This design comes from an exercise in tuning for small area, a short achievable clock period and few clock cycles on the open sky130 flow, not from production work.
Function was checked by simulation only, so behaviour that the tests miss may differ from the original.
No activity file was given, so power comes from the tool's default toggle rates.

### design.v
module vt52_term #(
    parameter ROWS    = 8,
    parameter COLS    = 32,
    parameter ESC_CAP = 8
) (
    input  wire       clk,
    input  wire       rst,           
    input  wire       term_valid,
    input  wire [2:0] term_op,
    input  wire [7:0] term_data,
    output wire       term_ready,
    output wire       ev_valid,
    input  wire       ev_ready,
    output reg  [2:0] ev_kind,
    output reg  [7:0] ev_x,
    output reg  [7:0] ev_y,
    output reg  [7:0] ev_c
);
    localparam CELLS = ROWS * COLS;
    localparam XW    = (COLS > 1) ? $clog2(COLS) : 1;
    localparam YW    = (ROWS > 1) ? $clog2(ROWS) : 1;
    localparam AW    = $clog2(ESC_CAP + 1);
    localparam [7:0] BLANK  = 8'h20;
    localparam [7:0] Y_BIAS = 8'h20;
    localparam [2:0] OP_BYTE = 3'd0, OP_END = 3'd1, OP_BACKCELL = 3'd2, OP_INIT = 3'd3;
    localparam [2:0] S_N = 3'd0;
    localparam [3:0] CL_NL = 4'd1;
    localparam [4:0] A_PRINT = 5'd0, A_NEWLINE = 5'd1, A_ESC_START = 5'd2,
                     A_UP = 5'd3, A_DOWN = 5'd4, A_RIGHT = 5'd5, A_LEFT = 5'd6,
                     A_CLEAR_HOME = 5'd7, A_HOME = 5'd8, A_CLR_EOS = 5'd9,
                     A_CLR_EOL = 5'd10, A_Y_START = 5'd11, A_Y_ROW = 5'd12,
                     A_Y_ADDR = 5'd13, A_ESC_NOP = 5'd14, A_ACCUM = 5'd15;
    localparam [2:0] EV_PUTC = 3'd0, EV_CUR_ERASE = 3'd1, EV_CUR_DRAW = 3'd2,
                     EV_SCROLL = 3'd3, EV_REFRESH = 3'd4;
    localparam [2:0] ST_IDLE    = 3'd0,   
                     ST_PUT     = 3'd1,   
                     ST_SCROLL  = 3'd2,   
                     ST_ERASE   = 3'd3,   
                     ST_DRAW    = 3'd4,   
                     ST_CLR     = 3'd5,   
                     ST_FLNEXT  = 3'd6,   
                     ST_REFRESH = 3'd7;   
    function [3:0] class_rom;
        input [7:0] b;
        begin
            case (b)
                8'h0A, 8'h0D: class_rom = 4'd1;
                8'h1B:        class_rom = 4'd2;
                8'h41:        class_rom = 4'd3;
                8'h42:        class_rom = 4'd4;
                8'h43:        class_rom = 4'd5;
                8'h44:        class_rom = 4'd6;
                8'h45:        class_rom = 4'd7;
                8'h48:        class_rom = 4'd8;
                8'h4A:        class_rom = 4'd9;
                8'h4B:        class_rom = 4'd10;
                8'h59:        class_rom = 4'd11;
                default:
                    if ((b >= 8'h41 && b <= 8'h5A) || (b >= 8'h61 && b <= 8'h7A))
                        class_rom = 4'd12;
                    else
                        class_rom = 4'd0;
            endcase
        end
    endfunction
    function [7:0] trans_rom;
        input [6:0] a;    
        begin
            case (a[6:4])
                3'd0: case (a[3:0])
                          4'd1:    trans_rom = 8'h01;
                          4'd2:    trans_rom = 8'h22;
                          default: trans_rom = 8'h00;
                      endcase
                3'd1: case (a[3:0])
                          4'd3:    trans_rom = 8'h03;
                          4'd4:    trans_rom = 8'h04;
                          4'd5:    trans_rom = 8'h05;
                          4'd6:    trans_rom = 8'h06;
                          4'd7:    trans_rom = 8'h07;
                          4'd8:    trans_rom = 8'h08;
                          4'd9:    trans_rom = 8'h09;
                          4'd10:   trans_rom = 8'h0A;
                          4'd11:   trans_rom = 8'h4B;
                          4'd12:   trans_rom = 8'h0E;
                          default: trans_rom = 8'h8F;
                      endcase
                3'd2:    trans_rom = 8'h6C;
                3'd3:    trans_rom = 8'h0D;
                3'd4:    trans_rom = 8'h8F;
                default: trans_rom = 8'h00;
            endcase
        end
    endfunction
    reg  [2:0]    st;
    reg  [XW-1:0] cx, px, clr_x, clr_ex;
    reg  [YW-1:0] cy, py, clr_y, clr_ey;
    reg  [2:0]    tstate;
    reg  [7:0]    acc [0:ESC_CAP-1];
    reg  [AW-1:0] acc_len;
    reg  [7:0]    ch;           
    reg           put_adv;      
    reg           flushing;
    reg  [AW-1:0] fl_i, fl_n;
    reg           refresh_after;
    reg           g_we;
    reg  [XW-1:0] g_wx;
    reg  [YW-1:0] g_wy;
    reg  [7:0]    g_wd;
    reg           g_scroll;
    reg           g_clear;
    wire [8*CELLS-1:0] grid;
    wire [15:0] g_wa = g_wy * COLS + g_wx;
    genvar gi;
    generate
        for (gi = 0; gi < CELLS; gi = gi + 1) begin : g_cell
            reg  [7:0] q;
            wire [7:0] below;
            if (gi < CELLS - COLS) begin : g_below
                assign below = grid[8*(gi+COLS) +: 8];
            end else begin : g_bottom
                assign below = BLANK;
            end
            always @(posedge clk) begin
                if (rst || g_clear)
                    q <= BLANK;
                else if (g_scroll)
                    q <= below;
                else if (g_we && g_wa == gi)
                    q <= g_wd;
            end
            assign grid[8*gi +: 8] = q;
        end
    endgenerate
    wire [7:0] cell_at_prev = grid[8*(py * COLS + px) +: 8];
    wire [3:0] in_cls  = class_rom(term_data);
    wire [7:0] in_word = trans_rom({tstate, in_cls});
    wire [4:0] in_act  = in_word[4:0];
    wire [2:0] in_nxt  = in_word[7:5];
    wire [7:0] y_row   = acc[2] - Y_BIAS;
    wire [7:0] y_col   = term_data - Y_BIAS;
    wire       y_ok    = (acc[2] >= Y_BIAS) && (y_row < ROWS) &&
                         (term_data >= Y_BIAS) && (y_col < COLS);
    wire [7:0] fl_byte = acc[fl_i];
    assign term_ready = (st == ST_IDLE) && !rst;
    assign ev_valid   = !rst && (st == ST_PUT || st == ST_SCROLL || st == ST_ERASE ||
                                 st == ST_DRAW || st == ST_CLR || st == ST_REFRESH);
    wire   ev_take    = ev_valid && ev_ready;
    always @* begin
        ev_kind = 3'd0;
        ev_x    = 8'd0;
        ev_y    = 8'd0;
        ev_c    = 8'd0;
        case (st)
            ST_PUT:     begin ev_kind = EV_PUTC;      ev_x = cx;    ev_y = cy;    ev_c = ch; end
            ST_CLR:     begin ev_kind = EV_PUTC;      ev_x = clr_x; ev_y = clr_y; ev_c = BLANK; end
            ST_SCROLL:  begin ev_kind = EV_SCROLL; end
            ST_ERASE:   begin ev_kind = EV_CUR_ERASE; ev_x = px;    ev_y = py;    ev_c = cell_at_prev; end
            ST_DRAW:    begin ev_kind = EV_CUR_DRAW;  ev_x = cx;    ev_y = cy; end
            ST_REFRESH: begin ev_kind = EV_REFRESH; end
            default: ;
        endcase
    end
    always @* begin
        g_we     = 1'b0;
        g_wx     = cx;
        g_wy     = cy;
        g_wd     = ch;
        g_scroll = 1'b0;
        g_clear  = 1'b0;
        if (st == ST_PUT && ev_take) begin
            g_we = 1'b1;
        end else if (st == ST_CLR && ev_take) begin
            g_we = 1'b1;
            g_wx = clr_x;
            g_wy = clr_y;
            g_wd = BLANK;
        end else if (st == ST_SCROLL && ev_take) begin
            g_scroll = 1'b1;
        end else if (st == ST_IDLE && term_valid && term_op == OP_INIT) begin
            g_clear = 1'b1;
        end
    end
    integer k;
    always @(posedge clk) begin
        if (rst) begin
            st            <= ST_IDLE;
            cx            <= 0;
            cy            <= 0;
            px            <= 0;
            py            <= 0;
            tstate        <= S_N;
            acc_len       <= 0;
            flushing      <= 1'b0;
            refresh_after <= 1'b0;
            fl_i          <= 0;
            fl_n          <= 0;
            put_adv       <= 1'b0;
            ch            <= BLANK;
            clr_x         <= 0;
            clr_y         <= 0;
            clr_ex        <= 0;
            clr_ey        <= 0;
        end else begin
            case (st)
                ST_IDLE: if (term_valid) begin
                    case (term_op)
                        OP_BYTE: begin
                            tstate <= in_nxt;
                            case (in_act)
                                A_PRINT: begin
                                    ch      <= term_data;
                                    put_adv <= 1'b1;
                                    st      <= ST_PUT;
                                end
                                A_NEWLINE: begin
                                    cx <= 0;
                                    if (cy < ROWS - 1) begin
                                        cy <= cy + 1'b1;
                                        st <= ST_ERASE;
                                    end else begin
                                        st <= ST_SCROLL;
                                    end
                                end
                                A_ESC_START: begin
                                    acc[0]  <= term_data;
                                    acc_len <= 1;
                                end
                                A_UP: begin
                                    acc_len <= 0;
                                    if (cy > 0) begin
                                        cy <= cy - 1'b1;
                                        st <= ST_ERASE;
                                    end
                                end
                                A_DOWN: begin
                                    acc_len <= 0;
                                    if (cy < ROWS - 1) begin
                                        cy <= cy + 1'b1;
                                        st <= ST_ERASE;
                                    end
                                end
                                A_RIGHT: begin
                                    acc_len <= 0;
                                    if (cx < COLS - 1) begin
                                        cx <= cx + 1'b1;
                                        st <= ST_ERASE;
                                    end
                                end
                                A_LEFT: begin
                                    acc_len <= 0;
                                    if (cx > 0) begin
                                        cx <= cx - 1'b1;
                                        st <= ST_ERASE;
                                    end
                                end
                                A_CLEAR_HOME: begin
                                    acc_len <= 0;
                                    cx      <= 0;
                                    cy      <= 0;
                                    clr_x   <= 0;
                                    clr_y   <= 0;
                                    clr_ex  <= COLS - 1;
                                    clr_ey  <= ROWS - 1;
                                    st      <= ST_CLR;
                                end
                                A_HOME: begin
                                    acc_len <= 0;
                                    cx      <= 0;
                                    cy      <= 0;
                                    st      <= ST_ERASE;
                                end
                                A_CLR_EOS: begin
                                    acc_len <= 0;
                                    clr_x   <= cx;
                                    clr_y   <= cy;
                                    clr_ex  <= COLS - 1;
                                    clr_ey  <= ROWS - 1;
                                    st      <= ST_CLR;
                                end
                                A_CLR_EOL: begin
                                    acc_len <= 0;
                                    clr_x   <= cx;
                                    clr_y   <= cy;
                                    clr_ex  <= COLS - 1;
                                    clr_ey  <= cy;
                                    st      <= ST_CLR;
                                end
                                A_Y_START: begin
                                    acc[1]  <= term_data;
                                    acc_len <= 2;
                                end
                                A_Y_ROW: begin
                                    acc[2]  <= term_data;
                                    acc_len <= 3;
                                end
                                A_Y_ADDR: begin
                                    acc_len <= 0;
                                    if (y_ok) begin
                                        cx <= y_col[XW-1:0];
                                        cy <= y_row[YW-1:0];
                                        st <= ST_ERASE;
                                    end
                                end
                                A_ESC_NOP: begin
                                    acc_len <= 0;
                                end
                                A_ACCUM: begin
                                    for (k = 0; k < ESC_CAP; k = k + 1)
                                        if (acc_len == k)
                                            acc[k] <= term_data;
                                    if (acc_len == ESC_CAP - 1) begin
                                        acc_len  <= 0;
                                        tstate   <= S_N;
                                        flushing <= 1'b1;
                                        fl_i     <= 0;
                                        fl_n     <= ESC_CAP;
                                        st       <= ST_FLNEXT;
                                    end else begin
                                        acc_len <= acc_len + 1'b1;
                                    end
                                end
                                default: ;
                            endcase
                        end
                        OP_END: begin
                            if (tstate != S_N) begin
                                acc_len       <= 0;
                                tstate        <= S_N;
                                flushing      <= 1'b1;
                                fl_i          <= 0;
                                fl_n          <= acc_len;
                                refresh_after <= 1'b1;
                                st            <= ST_FLNEXT;
                            end else begin
                                st <= ST_REFRESH;
                            end
                        end
                        OP_BACKCELL: begin
                            if (cx != 0 || cy != 0) begin
                                if (cx != 0) begin
                                    cx <= cx - 1'b1;
                                end else begin
                                    cx <= COLS - 1;
                                    cy <= cy - 1'b1;
                                end
                                ch            <= BLANK;
                                put_adv       <= 1'b0;
                                refresh_after <= 1'b1;
                                st            <= ST_PUT;
                            end
                        end
                        OP_INIT: begin
                            cx      <= 0;
                            cy      <= 0;
                            px      <= 0;
                            py      <= 0;
                            tstate  <= S_N;
                            acc_len <= 0;
                        end
                        default: ;
                    endcase
                end
                ST_FLNEXT: begin
                    fl_i <= fl_i + 1'b1;
                    if (class_rom(fl_byte) == CL_NL) begin
                        cx <= 0;
                        if (cy < ROWS - 1) begin
                            cy <= cy + 1'b1;
                            st <= ST_ERASE;
                        end else begin
                            st <= ST_SCROLL;
                        end
                    end else begin
                        ch      <= fl_byte;
                        put_adv <= 1'b1;
                        st      <= ST_PUT;
                    end
                end
                ST_PUT: if (ev_take) begin
                    st <= ST_ERASE;
                    if (put_adv) begin
                        if (cx < COLS - 1) begin
                            cx <= cx + 1'b1;
                        end else begin
                            cx <= 0;
                            if (cy < ROWS - 1)
                                cy <= cy + 1'b1;
                            else
                                st <= ST_SCROLL;
                        end
                    end
                end
                ST_SCROLL: if (ev_take) begin
                    if (py > 0)
                        py <= py - 1'b1;
                    st <= ST_ERASE;
                end
                ST_CLR: if (ev_take) begin
                    if (clr_x == clr_ex && clr_y == clr_ey) begin
                        st <= ST_ERASE;
                    end else if (clr_x == COLS - 1) begin
                        clr_x <= 0;
                        clr_y <= clr_y + 1'b1;
                    end else begin
                        clr_x <= clr_x + 1'b1;
                    end
                end
                ST_ERASE: if (ev_take) begin
                    st <= ST_DRAW;
                end
                ST_DRAW: if (ev_take) begin
                    px <= cx;
                    py <= cy;
                    if (flushing && fl_i != fl_n) begin
                        st <= ST_FLNEXT;
                    end else begin
                        flushing <= 1'b0;
                        if (refresh_after)
                            st <= ST_REFRESH;
                        else
                            st <= ST_IDLE;
                    end
                end
                ST_REFRESH: if (ev_take) begin
                    refresh_after <= 1'b0;
                    st            <= ST_IDLE;
                end
                default: st <= ST_IDLE;
            endcase
        end
    end
endmodule
### run.sh
#!/bin/bash
# synth_recipe.tcl (not shown) runs the flow's synth.tcl, then flattens the netlist and writes it again
# the make line also repeats each setting of config.mk as NAME=value (left out here)
make -C /OpenROAD-flow-scripts/flow DESIGN_CONFIG=/design/flow/config.mk WORK_HOME=/design/flow/orfs CLKGATE_MAP_FILE= SYNTH_SCRIPT=/design/flow/synth_recipe.tcl finish
### config.mk
export PLATFORM = sky130hd
export DESIGN_NAME = vt52_term
export DESIGN_NICKNAME = vt52_term
export VERILOG_FILES = /design/flow/design.v
export SDC_FILE = /design/flow/constraint.sdc
export NUM_CORES = 4
export LEC_CHECK = 0
export CAP_MARGIN = 20
export CORE_MARGIN = 2
export CORE_UTILIZATION = 40
export SLEW_MARGIN = 20
### constraint.sdc
create_clock -name core_clock -period 10.0 [get_ports {clk}]
set_input_delay 2.0000 -clock core_clock [delete_from_list [all_inputs] [get_ports {clk}]]
set_output_delay 2.0000 -clock core_clock [all_outputs]
set_load 0.01 [all_outputs]
==> notes.md <==
Clock transition at path regs -> 0.07 ns
vias per cell -> 6.50
initial antenna violation count -> 40
global-route usage over all layers -> 32.8%
Post-Syn Area -> 0.105 sq mm
# setup viols final -> 0
PostCTS Resize Cnt -> 0
HP Start -> g_cell[14].q[7]
vias in the first global route -> 90.4k
Fin Clk Skew -> 0.0538 ns
Distinct cells, synth -> 98
TritonRoute pass-1 iters -> 8
Tmin final -> 7.88 ns
Util after Layout -> 44.3%
post-synth top area cell -> dfxtp_1
pin count of the biggest net entering global routing -> 254
PortBufs -> 35
synth cell count leaders -> a21oi_1, nor2_1, dfxtp_1
post-DP HPWL -> 309000 microns
Peak VDD IR -> 206 uV
global-route wire length before repair -> 646000 microns
Post-Syn Instances -> 12.0k
CTS sink count -> 2169
Fmax -> 127 MHz
DR vias -> 97.1k
TritonCTS clock tree -> done
CTS Buf Count -> 228
Avg Cell Area, Syn -> 8.75 sq um
Die Wd -> 515 microns
footprint of the multi-input gates -> 0.0557 sq mm
critical path startpoint category -> flop
post-synthesis sequential area ratio -> 42.1%
Clock Path Buffers -> 3
FF-to-FF Start -> st[0]
drt first-iter violations -> 13.3k
total wire length -> 448000 microns
CP max FO -> 58
max_slew headroom -> 7.52%
WP data required -> 8.00 ns
setup TNS -> 0 ns
CTS Hold Bufs -> 0
async set-reset flop share out of synthesis -> 0%
Crit Path Class -> flop to primary output
Clock Root Buffer -> clkbuf_16
count leader, synth -> a21oi_1
pwr dens -> 210 mW/mm^2
top post-synthesis cells by area -> dfxtp_1, mux4_2, a21oi_1
Layout fillers -> 25.1k
Critical Path AT -> 5.88 ns
Final GP Congestion -> 1.00
ratio of cells with drive above 1 in the final layout -> 12.9%
status -> no timing/DRC/antenna violations
RSZ-0062 raised after global routing -> no
die height -> 515 microns
Crit. Startpoint -> px[1]
Rows -> 187
EDFF count, synth -> 64
Starting Density -> 40.2%
Fin. Hold Viols -> 0
number of max-cap violations -> 0
kind of end point of the critical path -> primary output
HP Class -> flop to flop
final number of max-transition violations -> 0
post-route ant nets -> 0
Worst-Skew Late Latency -> 0.90 ns
# DRC -> 0
nets -> 11.3k
die area -> 0.266 sq mm
setup bufs post-CTS -> 0
Core Region -> 0.260 sq mm
Tcrit/Tclk final -> 78.8%
routed len/inst -> 30.0 microns
Reg area -> 0.0441 sq mm
H-Tree Depth -> 4
Remaining Overflow, GRT -> 0
ys flop type -> dfxtp_1
Synth-to-Final Area Change -> 10.2%
Synth Warn # -> 2
number of I/O pins -> 44
LEAKAGE -> 0.0354 uW
Yosys reg bits -> 2169
share of Yosys cell area claimed by the top area cell type -> 40.3%
actual slew at the worst max-slew pin -> 1.39 ns
## cells in the final DEF (no fill, tap or decap), types with 64 or more instances in the layout
| cell type | synthesis | routed |
|---|---|---|
| mux4_2 | 672 | 672 |
| buf_4 | 15 | 204 |
| o21ai_0 | 419 | 418 |
| a211oi_1 | 949 | 949 |
| inv_1 | 149 | 149 |
| a21oi_1 | 2538 | 2502 |
| dfxtp_1 | 2105 | 2100 |
| edfxtp_1 | 64 | 64 |
| nand3_1 | 71 | 67 |
| nor2_1 | 2366 | 2364 |
| o21ai_1 | 127 | 78 |
| clkbuf_16 | 0 | 233 |
| nand2_1 | 474 | 469 |
| o211ai_1 | 328 | 328 |
## worst paths after layout
kind / to / slack, ns / depth (start not counted)
max: ev_c[2] / 2.12 / 10
min: g_cell[14].q[7] / 0.48 / 2
max reg2reg: g_cell[207].q[6] / 5.06 / 11
min reg2reg: g_cell[14].q[7] / 0.48 / 2
## registers in the layout, summed over array words and instances (netlist names)
signal,cells
clr_ex,1
st,3
acc_len,4
cx,5
clr_x,5
flushing,1
clr_y,3
tstate,3
fl_i,4
put_adv,1
py,3
refresh_after,1
px,5
g_cell.q,2048
acc,64
ch,8
fl_n,4
clr_ey,3
cy,3
## area by class of cell
type | instances | share of cell area, %
timing repair buffer | 277 | 2.28
tap | 3496 | 3.80
antenna | 14 | 0.0304
clock buffer | 338 | 5.86
multi-input combinational | 8424 | 48.4
inverter | 151 | 0.492
clock inverter | 80 | 0.928
sequential | 2169 | 38.3
## report_power, final
part,leakage (uW),switching (uW),internal (uW)
clock network,0.00383,3810,5130
logic,0.0140,3920,1510
registers,0.0176,681,9170
total,0.0354,8410,15800
## worst max-delay path, cell delays in order, from the launching register on
cell and delay [ns]:
dfxtp_4 0.72, buf_12 0.38, buf_4 0.60, mux4_2 0.48, mux4_2 0.63, mux4_2 0.49, mux2i_1 0.26, nor2_1 0.10
a21oi_1 0.29, o21ai_0 0.29, clkdlybuf4s50_1 0.58
## stage by stage
step / power (uW) / cells / cell area (sq um) / worst slack, ns / hold WS (ns)
6_report: 24200 / 14900 / 115000 / 2.12 / 0.484
2_1_floorplan: 13100 / 12000 / 105000 / 4.75 / 0.449
3_5_place_dp: 15200 / 14500 / 107000 / 3.14 / 0.469
3_3_place_gp: 15200 / 14500 / 107000 / 2.94 / 0.460
4_1_cts: 24000 / 14900 / 115000 / 2.19 / 0.486
5_1_grt: 24900 / 14900 / 115000 / 2.03 / 0.509
## per-layer routing
metal  track usage (%)  vias up  wire length (microns)
met3              9.44     1360                  51100
met5                 0        -                    179
met4              18.8       26                  30000
met2              49.9     5860                 197000
met1              41.5    47700                 170000
li1                  -    42200                      -
## kinds of logic after synthesis
logic type	synth area share, %
AO/OA/AOI/OAI	25.6
XOR/XNOR	0.193
adder cells (fa/ha/maj)	0.287
buffers and inverters	5.17
flip-flops	42.1
multiplexers	14.9
other	0.00359
AND/OR/NAND/NOR	11.7
Testbench counts, summed over its fixed seeds: cycles 50,560.

-- separate check: timing with driven ports --
Ports are ideal in the flow. The routed layout listed here was re-timed in OpenROAD. Step 1 (the two cells are an assumption about what drives the block):
set clk [get_ports {clk}]
set_driving_cell -lib_cell sky130_fd_sc_hd__clkbuf_16 $clk
set_driving_cell -lib_cell sky130_fd_sc_hd__buf_2 [delete_from_list [all_inputs] $clk]
Step 2, shift: input delay + t, output delay - t, t = (earliest + latest rising clock arrival at the registers) / 2. This alone moves slack from input paths to output paths. Three values: no drivers, after step 1, after step 2; two values: the first two.
t (ns): 0.975
slack for setup (ns): 2.117 / 2.021 / 2.996
worst setup path at the end: register to output
After both steps setup and hold are still met in this run. For this run, drivers alone change the setup slack by -0.096 ns; drivers and shift together by +0.879 ns.
